This is an optimization exercise on Yosys and OpenROAD, whose aim is small area, a short achievable clock period and few clock cycles, not a production implementation. Function was checked by simulation only, so behaviour that the tests miss may differ from the original. No activity file was given, so power comes from the tool's default toggle rates.

<file path="design/flow/config.mk">
export PLATFORM = sky130hd
export DESIGN_NAME = epcb
export DESIGN_NICKNAME = epcb
export VERILOG_FILES = /design/flow/design.v
export SDC_FILE = /design/flow/constraint.sdc
export NUM_CORES = 4
export LEC_CHECK = 0
export CAP_MARGIN = 20
export CORE_MARGIN = 2
export CORE_UTILIZATION = 30
export PLACE_DENSITY = 0.45
export SLEW_MARGIN = 20
</file>
<file path="design/flow/constraint.sdc">
create_clock -name core_clock -period 10.0 [get_ports {clk}]
set_input_delay 2.0000 -clock core_clock [delete_from_list [all_inputs] [get_ports {clk}]]
set_output_delay 2.0000 -clock core_clock [all_outputs]
set_load 0.01 [all_outputs]
</file>
<file path="design/flow/design.v">
module epcb (
  input  wire        clk,
  input  wire        rst,           
  input  wire        bus_valid,
  input  wire        bus_we,
  input  wire [15:0] bus_addr,
  input  wire [31:0] bus_wdata,
  output reg  [31:0] bus_rdata,
  output reg         bus_err,
  output wire        irq
);
  localparam integer BUF_BYTES = 256;
  localparam [3:0] ERR_NONE   = 4'd0,
                   ERR_OPCODE = 4'd1,
                   ERR_NOKEY  = 4'd2,
                   ERR_LENGTH = 4'd3,
                   ERR_BOUNDS = 4'd4;
  localparam [3:0] OPC_CRC16  = 4'd1,
                   OPC_CRC16A = 4'd2,
                   OPC_CRC32  = 4'd3,
                   OPC_CRC32A = 4'd4,
                   OPC_CBC1   = 4'd5,
                   OPC_CBCN   = 4'd6,
                   OPC_DERIVE = 4'd7;
  localparam [2:0] S_IDLE  = 3'd0,
                   S_CHECK = 3'd1,
                   S_CRC   = 3'd2,
                   S_APP   = 3'd3,
                   S_LOAD  = 3'd4,
                   S_CALC  = 3'd5,
                   S_STORE = 3'd6;
  function [15:0] crc16_upd(input [15:0] crc, input [7:0] b);
    integer i;
    reg [15:0] c;
    begin
      c = crc ^ {8'h00, b};
      for (i = 0; i < 8; i = i + 1)
        c = c[0] ? ((c >> 1) ^ 16'h8408) : (c >> 1);
      crc16_upd = c;
    end
  endfunction
  function [31:0] crc32_upd(input [31:0] crc, input [7:0] b);
    integer i;
    reg [31:0] c;
    begin
      c = crc ^ {24'h000000, b};
      for (i = 0; i < 8; i = i + 1)
        c = c[0] ? ((c >> 1) ^ 32'hEDB88320) : (c >> 1);
      crc32_upd = c;
    end
  endfunction
  function [127:0] toy_e(input [127:0] k, input [127:0] x, input bs16);
    integer i;
    reg [127:0] y;
    begin
      y = 128'd0;
      for (i = 0; i < 16; i = i + 1) begin
        if (bs16)
          y[8*i +: 8] = x[8*((i + 1) % 16) +: 8] ^ k[8*i +: 8];
        else if (i < 8)
          y[8*i +: 8] = x[8*((i + 1) % 8) +: 8] ^ k[8*i +: 8];
      end
      toy_e = y;
    end
  endfunction
  function [127:0] toy_d(input [127:0] k, input [127:0] y, input bs16);
    integer j;
    reg [127:0] x;
    begin
      x = 128'd0;
      for (j = 0; j < 16; j = j + 1) begin
        if (bs16)
          x[8*j +: 8] = y[8*((j + 15) % 16) +: 8] ^ k[8*((j + 15) % 16) +: 8];
        else if (j < 8)
          x[8*j +: 8] = y[8*((j + 7) % 8) +: 8] ^ k[8*((j + 7) % 8) +: 8];
      end
      toy_d = x;
    end
  endfunction
  function [127:0] cipher(input [1:0] typ, input [191:0] key, input dec, input [127:0] x);
    reg [127:0] k1, k2, k3, ka;
    begin
      k1 = {64'd0, key[63:0]};
      k2 = {64'd0, key[127:64]};
      k3 = {64'd0, key[191:128]};
      ka = key[127:0];
      case (typ)
        2'd0: cipher = dec ? toy_d(k1, x, 1'b0) : toy_e(k1, x, 1'b0);
        2'd1: cipher = dec ? toy_d(k1, toy_e(k2, toy_d(k1, x, 1'b0), 1'b0), 1'b0)
                           : toy_e(k1, toy_d(k2, toy_e(k1, x, 1'b0), 1'b0), 1'b0);
        2'd2: cipher = dec ? toy_d(k1, toy_e(k2, toy_d(k3, x, 1'b0), 1'b0), 1'b0)
                           : toy_e(k3, toy_d(k2, toy_e(k1, x, 1'b0), 1'b0), 1'b0);
        default: cipher = dec ? toy_d(ka, x, 1'b1) : toy_e(ka, x, 1'b1);
      endcase
    end
  endfunction
  function [127:0] dbl(input [127:0] x, input bs16);
    integer i;
    reg [127:0] v, w, r;
    begin
      v = 128'd0;
      r = 128'd0;
      if (bs16) begin
        for (i = 0; i < 16; i = i + 1) v[8*(15 - i) +: 8] = x[8*i +: 8];
        w = v << 1;
        if (v[127]) w = w ^ 128'h87;
        for (i = 0; i < 16; i = i + 1) r[8*i +: 8] = w[8*(15 - i) +: 8];
      end else begin
        for (i = 0; i < 8; i = i + 1) v[8*(7 - i) +: 8] = x[8*i +: 8];
        w = {64'd0, v[62:0], 1'b0};
        if (v[63]) w = w ^ 128'h1B;
        for (i = 0; i < 8; i = i + 1) r[8*i +: 8] = w[8*(7 - i) +: 8];
      end
      dbl = r;
    end
  endfunction
  reg         ctrl_ie, ctrl_gen;
  reg         st_busy, st_done, st_cz, st_ovr;
  reg  [3:0]  st_err;
  reg  [15:0] off_r, len_r;
  reg  [31:0] crcr;
  reg  [31:0] pend;
  reg  [1:0]   ktype   [0:1];
  reg          kvalid  [0:1];
  reg          skvalid [0:1];
  reg  [191:0] key     [0:1];
  reg  [127:0] iv      [0:1];
  reg  [127:0] k1      [0:1];
  reg  [127:0] k2      [0:1];
  reg  [8*BUF_BYTES-1:0] bufm;
  assign irq = ctrl_ie & st_done;
  reg  [2:0]   state;
  reg  [8:0]   ptr;
  reg  [8:0]   cnt;
  reg  [31:0]  crc;
  reg  [3:0]   bi;
  reg  [127:0] blk;
  reg  [127:0] civ;
  wire [3:0] opc    = pend[3:0];
  wire       f_ctx  = pend[4];
  wire       f_dir  = pend[5];
  wire       f_op   = pend[6];
  wire       is_crc  = (opc >= OPC_CRC16) && (opc <= OPC_CRC32A);
  wire       is_c16  = (opc == OPC_CRC16) || (opc == OPC_CRC16A);
  wire       is_app  = (opc == OPC_CRC16A) || (opc == OPC_CRC32A);
  wire       reserved = (|pend[31:7]) ||
                        (opc == 4'd0) || (opc >= 4'd8) ||
                        (is_crc && (pend[6:4] != 3'd0)) ||
                        ((opc == OPC_DERIVE) && (pend[6:5] != 2'd0));
  wire [1:0]   c_type  = ktype[f_ctx];
  wire         c_kv    = kvalid[f_ctx];
  wire [191:0] c_key   = key[f_ctx];
  wire         c_bs16  = (c_type == 2'd3);
  wire [4:0]   c_bs    = c_bs16 ? 5'd16 : 5'd8;
  wire [17:0] a_ext   = {2'b00, off_r};
  wire [17:0] n_ext   = {2'b00, len_r};
  wire [17:0] crc_end = a_ext + n_ext + (opc == OPC_CRC16A ? 18'd2 :
                                         opc == OPC_CRC32A ? 18'd4 : 18'd0);
  wire [17:0] cbc1_end = a_ext + {13'd0, c_bs};
  wire [17:0] cbcn_end = a_ext + n_ext;
  wire        len_bad  = c_bs16 ? (len_r[3:0] != 4'd0) : (len_r[2:0] != 3'd0);
  reg  [3:0] chk_err;
  always @(*) begin
    chk_err = ERR_NONE;
    if (reserved)
      chk_err = ERR_OPCODE;
    else if (is_crc) begin
      if (crc_end > BUF_BYTES) chk_err = ERR_BOUNDS;
    end else if (opc == OPC_CBC1) begin
      if (!c_kv) chk_err = ERR_NOKEY;
      else if (cbc1_end > BUF_BYTES) chk_err = ERR_BOUNDS;
    end else if (opc == OPC_CBCN) begin
      if (!c_kv) chk_err = ERR_NOKEY;
      else if (len_bad) chk_err = ERR_LENGTH;
      else if (cbcn_end > BUF_BYTES) chk_err = ERR_BOUNDS;
    end else begin  
      if (!c_kv) chk_err = ERR_NOKEY;
    end
  end
  wire [7:0] eng_raddr = ptr[7:0] + {4'd0, bi};
  wire [7:0] eng_rbyte = bufm[8*eng_raddr +: 8];
  reg        eng_we;
  reg  [7:0] eng_waddr;
  reg  [7:0] eng_wbyte;
  always @(*) begin
    eng_we    = 1'b0;
    eng_waddr = ptr[7:0] + {4'd0, bi};
    eng_wbyte = 8'd0;
    if (state == S_APP) begin
      eng_we    = 1'b1;
      eng_wbyte = crc[8*bi[1:0] +: 8];
    end else if (state == S_STORE) begin
      eng_we    = 1'b1;
      eng_wbyte = blk[8*bi +: 8];
    end
  end
  wire [127:0] cbc_in  = f_dir ? blk : (blk ^ civ);
  wire [127:0] cbc_ci  = cipher(c_type, c_key, f_op, cbc_in);
  wire [127:0] cbc_y   = f_dir ? (cbc_ci ^ civ) : cbc_ci;
  wire [127:0] cbc_niv = f_dir ? blk : cbc_ci;
  wire [127:0] drv_l  = cipher(c_type, c_key, 1'b0, 128'd0);
  wire [127:0] drv_s1 = dbl(drv_l, c_bs16);
  wire [127:0] drv_s2 = dbl(drv_s1, c_bs16);
  wire [31:0] crc_res = is_c16 ? {16'd0, crc[15:0]} : crc;
  wire        aligned = (bus_addr[1:0] == 2'b00);
  wire        h_wr    = bus_valid & bus_we & aligned;
  wire        h_rd    = bus_valid & ~bus_we & aligned;
  wire        a_glob  = (bus_addr[15:5] == 11'd0);
  wire        a_ctx   = ((bus_addr[15:8] == 8'h01) || (bus_addr[15:8] == 8'h02)) &&
                        (bus_addr[7] == 1'b0);
  wire        a_cidx  = bus_addr[9];
  wire [6:0]  a_coff  = bus_addr[6:0];
  wire        a_buf   = (bus_addr[15:8] == 8'h80);
  wire [5:0]  a_bword = bus_addr[7:2];
  wire a_keycfg = a_ctx && (a_coff == 7'h00);
  wire a_key    = a_ctx && (a_coff >= 7'h20) && (a_coff <= 7'h34);
  wire a_iv     = a_ctx && (a_coff >= 7'h40) && (a_coff <= 7'h4C);
  wire a_k1     = a_ctx && (a_coff >= 7'h60) && (a_coff <= 7'h6C);
  wire a_k2     = a_ctx && (a_coff >= 7'h70) && (a_coff <= 7'h7C);
  wire [2:0] a_keyw = a_coff[4:2];         
  wire [1:0] a_ivw  = a_coff[3:2];
  wire [31:0] status_word = {24'd0, st_err, st_ovr, st_cz, st_done, st_busy};
  reg  [31:0] rd_val;
  always @(*) begin
    rd_val = 32'd0;
    if (a_glob) begin
      case (bus_addr[4:2])
        3'd0: rd_val = 32'h45504231;
        3'd1: rd_val = {30'd0, ctrl_gen, ctrl_ie};
        3'd2: rd_val = status_word;
        3'd3: rd_val = 32'd0;
        3'd4: rd_val = {16'd0, off_r};
        3'd5: rd_val = {16'd0, len_r};
        3'd6: rd_val = crcr;
        default: rd_val = BUF_BYTES;
      endcase
    end else if (a_keycfg)
      rd_val = {22'd0, skvalid[a_cidx], kvalid[a_cidx], 6'd0, ktype[a_cidx]};
    else if (a_iv)
      rd_val = iv[a_cidx][32*a_ivw +: 32];
    else if (a_k1)
      rd_val = k1[a_cidx][32*a_ivw +: 32];
    else if (a_k2)
      rd_val = k2[a_cidx][32*a_ivw +: 32];
    else if (a_buf)
      rd_val = bufm[32*a_bword +: 32];
  end
  always @(posedge clk) begin
    if (rst) begin
      bus_rdata <= 32'd0;
      bus_err   <= 1'b0;
    end else begin
      bus_rdata <= h_rd ? rd_val : 32'd0;
      bus_err   <= bus_valid & ~aligned;
    end
  end
  wire h_wr_idle   = h_wr & ~st_busy;
  wire h_wr_status = h_wr && a_glob && (bus_addr[4:2] == 3'd2);
  wire h_wr_cmd    = h_wr_idle && a_glob && (bus_addr[4:2] == 3'd3);
  genvar gb;
  generate
    for (gb = 0; gb < BUF_BYTES; gb = gb + 1) begin : g_buf
      always @(posedge clk) begin
        if (h_wr_idle && a_buf && (a_bword == gb / 4))
          bufm[8*gb +: 8] <= bus_wdata[8*(gb % 4) +: 8];
        else if (eng_we && (eng_waddr == gb))
          bufm[8*gb +: 8] <= eng_wbyte;
      end
    end
  endgenerate
  integer c;
  always @(posedge clk) begin
    if (rst) begin
      ctrl_ie  <= 1'b0;
      ctrl_gen <= 1'b0;
      st_busy  <= 1'b0;
      st_done  <= 1'b0;
      st_cz    <= 1'b0;
      st_ovr   <= 1'b0;
      st_err   <= ERR_NONE;
      off_r    <= 16'd0;
      len_r    <= 16'd0;
      crcr     <= 32'd0;
      state    <= S_IDLE;
      for (c = 0; c < 2; c = c + 1) begin
        ktype[c]   <= 2'd0;
        kvalid[c]  <= 1'b0;
        skvalid[c] <= 1'b0;
        key[c]     <= 192'd0;
        iv[c]      <= 128'd0;
        k1[c]      <= 128'd0;
        k2[c]      <= 128'd0;
      end
    end else begin
      if (h_wr_status) begin
        if (bus_wdata[1]) st_done <= 1'b0;
        if (bus_wdata[3]) st_ovr  <= 1'b0;
      end
      if (h_wr && st_busy && !h_wr_status)
        st_ovr <= 1'b1;
      if (h_wr_idle) begin
        if (a_glob) begin
          case (bus_addr[4:2])
            3'd1: begin
              ctrl_ie  <= bus_wdata[0];
              ctrl_gen <= bus_wdata[1];
            end
            3'd3: begin
              pend    <= bus_wdata;
              st_busy <= 1'b1;
              st_done <= 1'b0;
              st_err  <= ERR_NONE;
              state   <= S_CHECK;
            end
            3'd4: off_r <= bus_wdata[15:0];
            3'd5: len_r <= bus_wdata[15:0];
            default: ;
          endcase
        end
        if (a_keycfg) begin
          ktype[a_cidx]   <= bus_wdata[1:0];
          kvalid[a_cidx]  <= 1'b1;
          skvalid[a_cidx] <= 1'b0;
          k1[a_cidx]      <= 128'd0;
          k2[a_cidx]      <= 128'd0;
        end
        if (a_key) begin
          key[a_cidx][32*a_keyw +: 32] <= bus_wdata;
          kvalid[a_cidx]  <= 1'b0;
          skvalid[a_cidx] <= 1'b0;
          k1[a_cidx]      <= 128'd0;
          k2[a_cidx]      <= 128'd0;
        end
        if (a_iv)
          iv[a_cidx][32*a_ivw +: 32] <= bus_wdata;
      end
      case (state)
        S_CHECK: begin
          bi <= 4'd0;
          if (chk_err != ERR_NONE) begin
            st_err  <= chk_err;
            st_busy <= 1'b0;
            st_done <= 1'b1;
            state   <= S_IDLE;
          end else if (is_crc) begin
            ptr   <= off_r[8:0];
            cnt   <= len_r[8:0];
            crc   <= is_c16 ? 32'h00006363 : 32'hFFFFFFFF;
            state <= S_CRC;
          end else if (opc == OPC_DERIVE) begin
            k1[f_ctx]      <= drv_s1;
            k2[f_ctx]      <= drv_s2;
            skvalid[f_ctx] <= 1'b1;
            st_busy        <= 1'b0;
            st_done        <= 1'b1;
            state          <= S_IDLE;
          end else begin
            ptr <= off_r[8:0];
            if (opc == OPC_CBC1) begin
              cnt   <= {4'd0, c_bs};
              civ   <= iv[f_ctx];
              state <= S_LOAD;
            end else begin
              cnt <= len_r[8:0];
              if (f_ctx && !ctrl_gen) begin
                iv[1] <= 128'd0;
                civ   <= 128'd0;
              end else
                civ <= iv[f_ctx];
              if (len_r == 16'd0) begin
                st_busy <= 1'b0;
                st_done <= 1'b1;
                state   <= S_IDLE;
              end else
                state <= S_LOAD;
            end
          end
        end
        S_CRC: begin
          if (cnt == 9'd0) begin
            if (is_app) begin
              bi    <= 4'd0;
              state <= S_APP;
            end else begin
              crcr    <= crc_res;
              st_cz   <= (crc_res == 32'd0);
              st_busy <= 1'b0;
              st_done <= 1'b1;
              state   <= S_IDLE;
            end
          end else begin
            if (is_c16)
              crc <= {16'd0, crc16_upd(crc[15:0], eng_rbyte)};
            else
              crc <= crc32_upd(crc, eng_rbyte);
            ptr <= ptr + 9'd1;
            cnt <= cnt - 9'd1;
          end
        end
        S_APP: begin
          bi <= bi + 4'd1;
          if (bi == (is_c16 ? 4'd1 : 4'd3)) begin
            crcr    <= crc_res;
            st_cz   <= (crc_res == 32'd0);
            st_busy <= 1'b0;
            st_done <= 1'b1;
            state   <= S_IDLE;
          end
        end
        S_LOAD: begin
          blk[8*bi +: 8] <= eng_rbyte;
          bi <= bi + 4'd1;
          if (bi == c_bs[3:0] - 4'd1)
            state <= S_CALC;
        end
        S_CALC: begin
          blk   <= cbc_y;
          civ   <= cbc_niv;
          bi    <= 4'd0;
          state <= S_STORE;
        end
        S_STORE: begin
          bi <= bi + 4'd1;
          if (bi == c_bs[3:0] - 4'd1) begin
            bi  <= 4'd0;
            ptr <= ptr + {4'd0, c_bs};
            cnt <= cnt - {4'd0, c_bs};
            if (cnt == {4'd0, c_bs}) begin
              if (c_bs16)
                iv[f_ctx] <= civ;
              else
                iv[f_ctx][63:0] <= civ[63:0];
              st_busy <= 1'b0;
              st_done <= 1'b1;
              state   <= S_IDLE;
            end else
              state <= S_LOAD;
          end
        end
        default: ;
      endcase
    end
  end
endmodule
</file>
<file path="design/flow/run.sh">
#!/bin/bash
# synth_recipe.tcl (not shown) runs the flow's synth.tcl, then flattens the netlist and writes it again
# the make line also repeats each setting of config.mk as NAME=value (left out here)
make -C /OpenROAD-flow-scripts/flow DESIGN_CONFIG=/design/flow/config.mk WORK_HOME=/design/flow/orfs CLKGATE_MAP_FILE= SYNTH_SCRIPT=/design/flow/synth_recipe.tcl finish
</file>
==> results.txt <==
registers in the layout, indices dropped and copies added, names as in the netlist, 32 cells and up, named ones only:
signal,count
blk,128
bufm,2048
bus_rdata,32
civ,128
crc,32
crcr,32
iv,256
k1,256
key,384
pend,32
worst register-to-register path, stage by stage, from the launching register on:
cell and delay, ns:
sky130_fd_sc_hd__edfxtp_1 0.63, sky130_fd_sc_hd__ha_1 0.50, sky130_fd_sc_hd__or2_4 0.32, sky130_fd_sc_hd__and2_4 0.19, sky130_fd_sc_hd__xnor2_4 0.41, sky130_fd_sc_hd__buf_4 0.64
sky130_fd_sc_hd__buf_4 0.53, sky130_fd_sc_hd__mux4_2 0.54, sky130_fd_sc_hd__o22ai_1 0.17, sky130_fd_sc_hd__o21ai_0 0.78, sky130_fd_sc_hd__and4_2 1.13, sky130_fd_sc_hd__xnor2_4 0.41
sky130_fd_sc_hd__xnor2_1 0.51, sky130_fd_sc_hd__xnor2_1 0.21, sky130_fd_sc_hd__a22oi_1 0.10, sky130_fd_sc_hd__o22ai_1 0.16, sky130_fd_sc_hd__a21oi_1 0.06
layout make-up:
cell class	instances	area [um^2]	area share
Multi-Input combinational cell	10200	90900	0.409
Timing Repair Buffer	649	5650	0.0254
Sequential cell	3420	102000	0.457
Inverter	45	171	0.000771
Clock inverter	251	2620	0.0118
Tap cell	8700	10900	0.0490
Antenna cell	60	150	0.000675
Clock buffer	468	10300	0.0464
where the power goes:
part / internal, mW / switching, mW / leakage [nW] / total, mW
combinational: 0.615 / 1.70 / 37.0 / 2.31
sequential: 15.7 / 0.0533 / 35.6 / 15.7
clock: 8.49 / 6.66 / 6.28 / 15.1
total: 24.8 / 8.41 / 78.8 / 33.2
logic make-up after synthesis:
group,share of synthesized area
fa+ha+maj,0.00315
compound gates,0.135
flops,0.514
buf+inv,0.0326
xor+xnor,0.0483
simple gates,0.0730
mux,0.194
Yosys cell counts (all sizes together), types with 4 or more instances:
library cell  count
o32ai            24
o31ai            68
nor3b             4
and3             28
nand3b            5
a31oi            26
a31o              7
a2111oi           4
xor2            462
edfxtp         3307
a21o             14
a21oi           459
mux2             13
a22o            199
o211ai           97
nor2b           152
o21ai           519
nand2          1451
a22oi            62
buf             306
a211oi           22
mux4           1482
fa                5
nor4             33
a221oi          139
and2            432
nor2            881
nor3             47
xnor2           598
clkbuf         1214
or2              30
ha               41
or4              14
o21a           1954
or3              10
and4             10
nand2b           39
o22ai           211
nand3            89
mux2i           471
dfxtp           113
a32oi            10
inv              45
nand4            20
path summary, 6_finish.rpt:
kind                   start         end  slack, ns  depth (start not counted)
hold / removal    skvalid[1]  skvalid[1]       0.45                          2
hold reg to reg   skvalid[1]  skvalid[1]       0.45                          2
setup reg to reg       bi[2]      crc[2]       2.43                         16
setup / recovery       bi[2]      crc[2]       2.43                         16
stage by stage:
stage | hold slack, ns | power (mW)
floorplan | 0.418 | 17.2
global placement | 0.435 | 18.3
detailed placement | 0.435 | 18.3
CTS | 0.445 | 33.2
global route | 0.462 | 33.8
finish | 0.447 | 33.2
metal layers:
metal  vias to the layer above  global-route usage
met2                      9456               0.406
met4                        68               0.136
met1                     77000               0.375
li1                      57600                   -
met3                      2036              0.0888
met5                         -             0.00135
==> summary.log <==
[cts] Post-CTS Repair Setup Buffers 0
[critical_path] required time at the worst-slack endpoint 10.79 ns
[route] via count normalized by instance count 6.15
[critical_path] Critical Path Slowest Stage Cell sky130_fd_sc_hd__and4_2
[critical_path] buffer and inverter count on the worst path 2
[cts] number of H-tree levels 5
[cts] buffer levels on the longest clock path 4
[logic_synthesis] post-synth net total 15.3k
[timing] final setup margin 2.43 ns
[pwr] power density of the placed cells 149 nW/um^2
[die] effective utilization at floorplan 0.301
[route] detailed-routing wirelength on met1 380,000 um
[die] count of pins on the block boundary 86
[cts] count of hold-fix buffers inserted at cts 0
[pwr] leakage power total 78.8 nW
[die] die width 816 um
[final_layout] final std cells w/o fill 23.8k
[placement] post-placement cell count 23.0k
[placement] placed instance area 209,000 um^2
[timing] highest achievable clock rate 132 MHz
[cts] total clock buffers created by CTS 392
[route] count of routing violations after the opening detailed-route iteration 23.0k
[cts] number of gates resized after CTS 0
[timing] number of failing setup endpoints in the final timing report 0
[final_layout] most common cell after layout, fill and taps aside sky130_fd_sc_hd__edfxtp_1
[final_layout] final-stage net count 14.8k
[route] routed via count 146k
[critical_path] critical-path cell list ha_1, or2_4, and2_4, xnor2_4, buf_4, buf_4, mux4_2, o22ai_1, o21ai_0, and4_2, xnor2_4, xnor2_1, xnor2_1, a22oi_1, o22ai_1, a21oi_1
[timing] final critical-path required period 7.57 ns
[logic_synthesis] Warnings, synthesis 1
[final_layout] Finished Cell Area 222,000 um^2
[timing] RSZ-0062 raised after global routing false
[timing] post-route fraction of the period consumed by the critical path 0.757
[logic_synthesis] area share of the largest cell type after synthesis 0.503
[route] top routing layer used met5
[logic_synthesis] Post-synth EDFFs 3,307
[placement] number of I/O port buffers 85
[timing] Fin. Hold Viols 0
[die] row count 298
[timing] Max-slew headroom 0.107
[run] max-capacitance violation count 0
[final_layout] area added between synthesis and finish 12.5%
[pwr] VDD IR max 0.000143 V
[route] Routed WL 960,000 um
[logic_synthesis] post-synthesis cell count 15.2k
[global_route] global-route wire length before repair 1,280,000 um
[placement] post-detail-place hpwl 643,000 um
[route] routed length on met2 407,000 um
[critical_path] cell type group with the largest total delay on the critical path simple AND/OR/NAND/NOR gates
[logic_synthesis] Cell Area, Synth 198,000 um^2
[logic_synthesis] cell taking the most area after synthesis sky130_fd_sc_hd__edfxtp_1
[global_route] sum of overflow across all layers after global routing 0
[placement] Worst Setup Slack post-DPL 2.58 ns
[critical_path] Critical Path AT 8.36 ns
[placement] GPL Wtd Cong 0.956
[cts] Clock Pin Slew Worst Setup and Hold Paths 0.07 ns
[timing] max-slew violation count 0
[logic_synthesis] commonest register cell after synthesis sky130_fd_sc_hd__edfxtp_1
[timing] setup TNS 0 ns
[timing] worst setup skew after layout 0.0913 ns
[critical_path] crit path launch type register
[logic_synthesis] sequential area share after synthesis 0.514
[critical_path] CP endpoint kind register
[logic_synthesis] flip-flop and latch count after synthesis 3,420
[logic_synthesis] distinct cell type count of the synthesized netlist 93
[logic_synthesis] async set-reset flop share out of synthesis 0
[critical_path] delay of the slowest critical-path stage 1.12 ns
[route] average wire per cell in the routed design 40.4 um
[logic_synthesis] post-synthesis average cell area 13.0 um^2
[die] Std-Cell Core Area 657,000 um^2
[route] post-route antenna net violation count 0
[logic_synthesis] ranking of synthesized cells by area sky130_fd_sc_hd__edfxtp_1, sky130_fd_sc_hd__mux4_2, sky130_fd_sc_hd__o21a_1
[cts] source-to-sink clock delay at the later pin of the worst-skew pair 1.10 ns
[die] die span in y 816 um
[final_layout] number of fill cells 64.4k
[timing] Tightest Pin Transition 1.33 ns
[global_route] pin count of the biggest net entering global routing 156
[final_layout] most frequent cells in the layout sky130_fd_sc_hd__edfxtp_1, sky130_fd_sc_hd__o21a_1, sky130_fd_sc_hd__mux4_2
[critical_path] Worst Path Class, Setup register to register
[route] met3 WL 115,000 um
[final_layout] share of the core filled with cells 0.338
[critical_path] peak fanout along the critical path 21
[route] DRC 0
[cts] clk sinks 3,420
[global_route] antenna violations before repair 136
[global_route] GRT Total Usage 0.279
[min_path] HP Class register to register
[cts] TritonCTS clock tree done
[final_layout] share of layout cells above drive strength 1 0.199
[global_route] number of global-route vias before repair 138k
[route] DRT Pass-1 Iters 8
[die] die area 665,000 um^2
[cts] Clk Tree Root Cell sky130_fd_sc_hd__clkbuf_16
[status] run status complete, no violations
Testbench counts, summed over its fixed seeds: cycles 39,561.

afterwards: timing with drivers on the ports:
The flow's constraints put no driver on any port. The routed layout listed below was extracted and timed again, unchanged, in two steps. Step 1 assumes that a clkbuf_16 drives the clock port and a buf_2 every other input. Step 2 also shifts input and output timing later by t, the mid clock arrival at the registers, as if the neighbouring blocks saw the same clock. Slacks: ideal / step 1 / step 2; pairs: ideal / step 1.
t, ns: 1.205
setup slack, ns: 2.431 / 2.431 / 2.287
hold slack, ns: 0.447 / 0.447 / 0.447
After both steps setup and hold are still met in this run. The setup slack of this run moves by 0.000 ns with the drivers and by -0.144 ns with both steps.
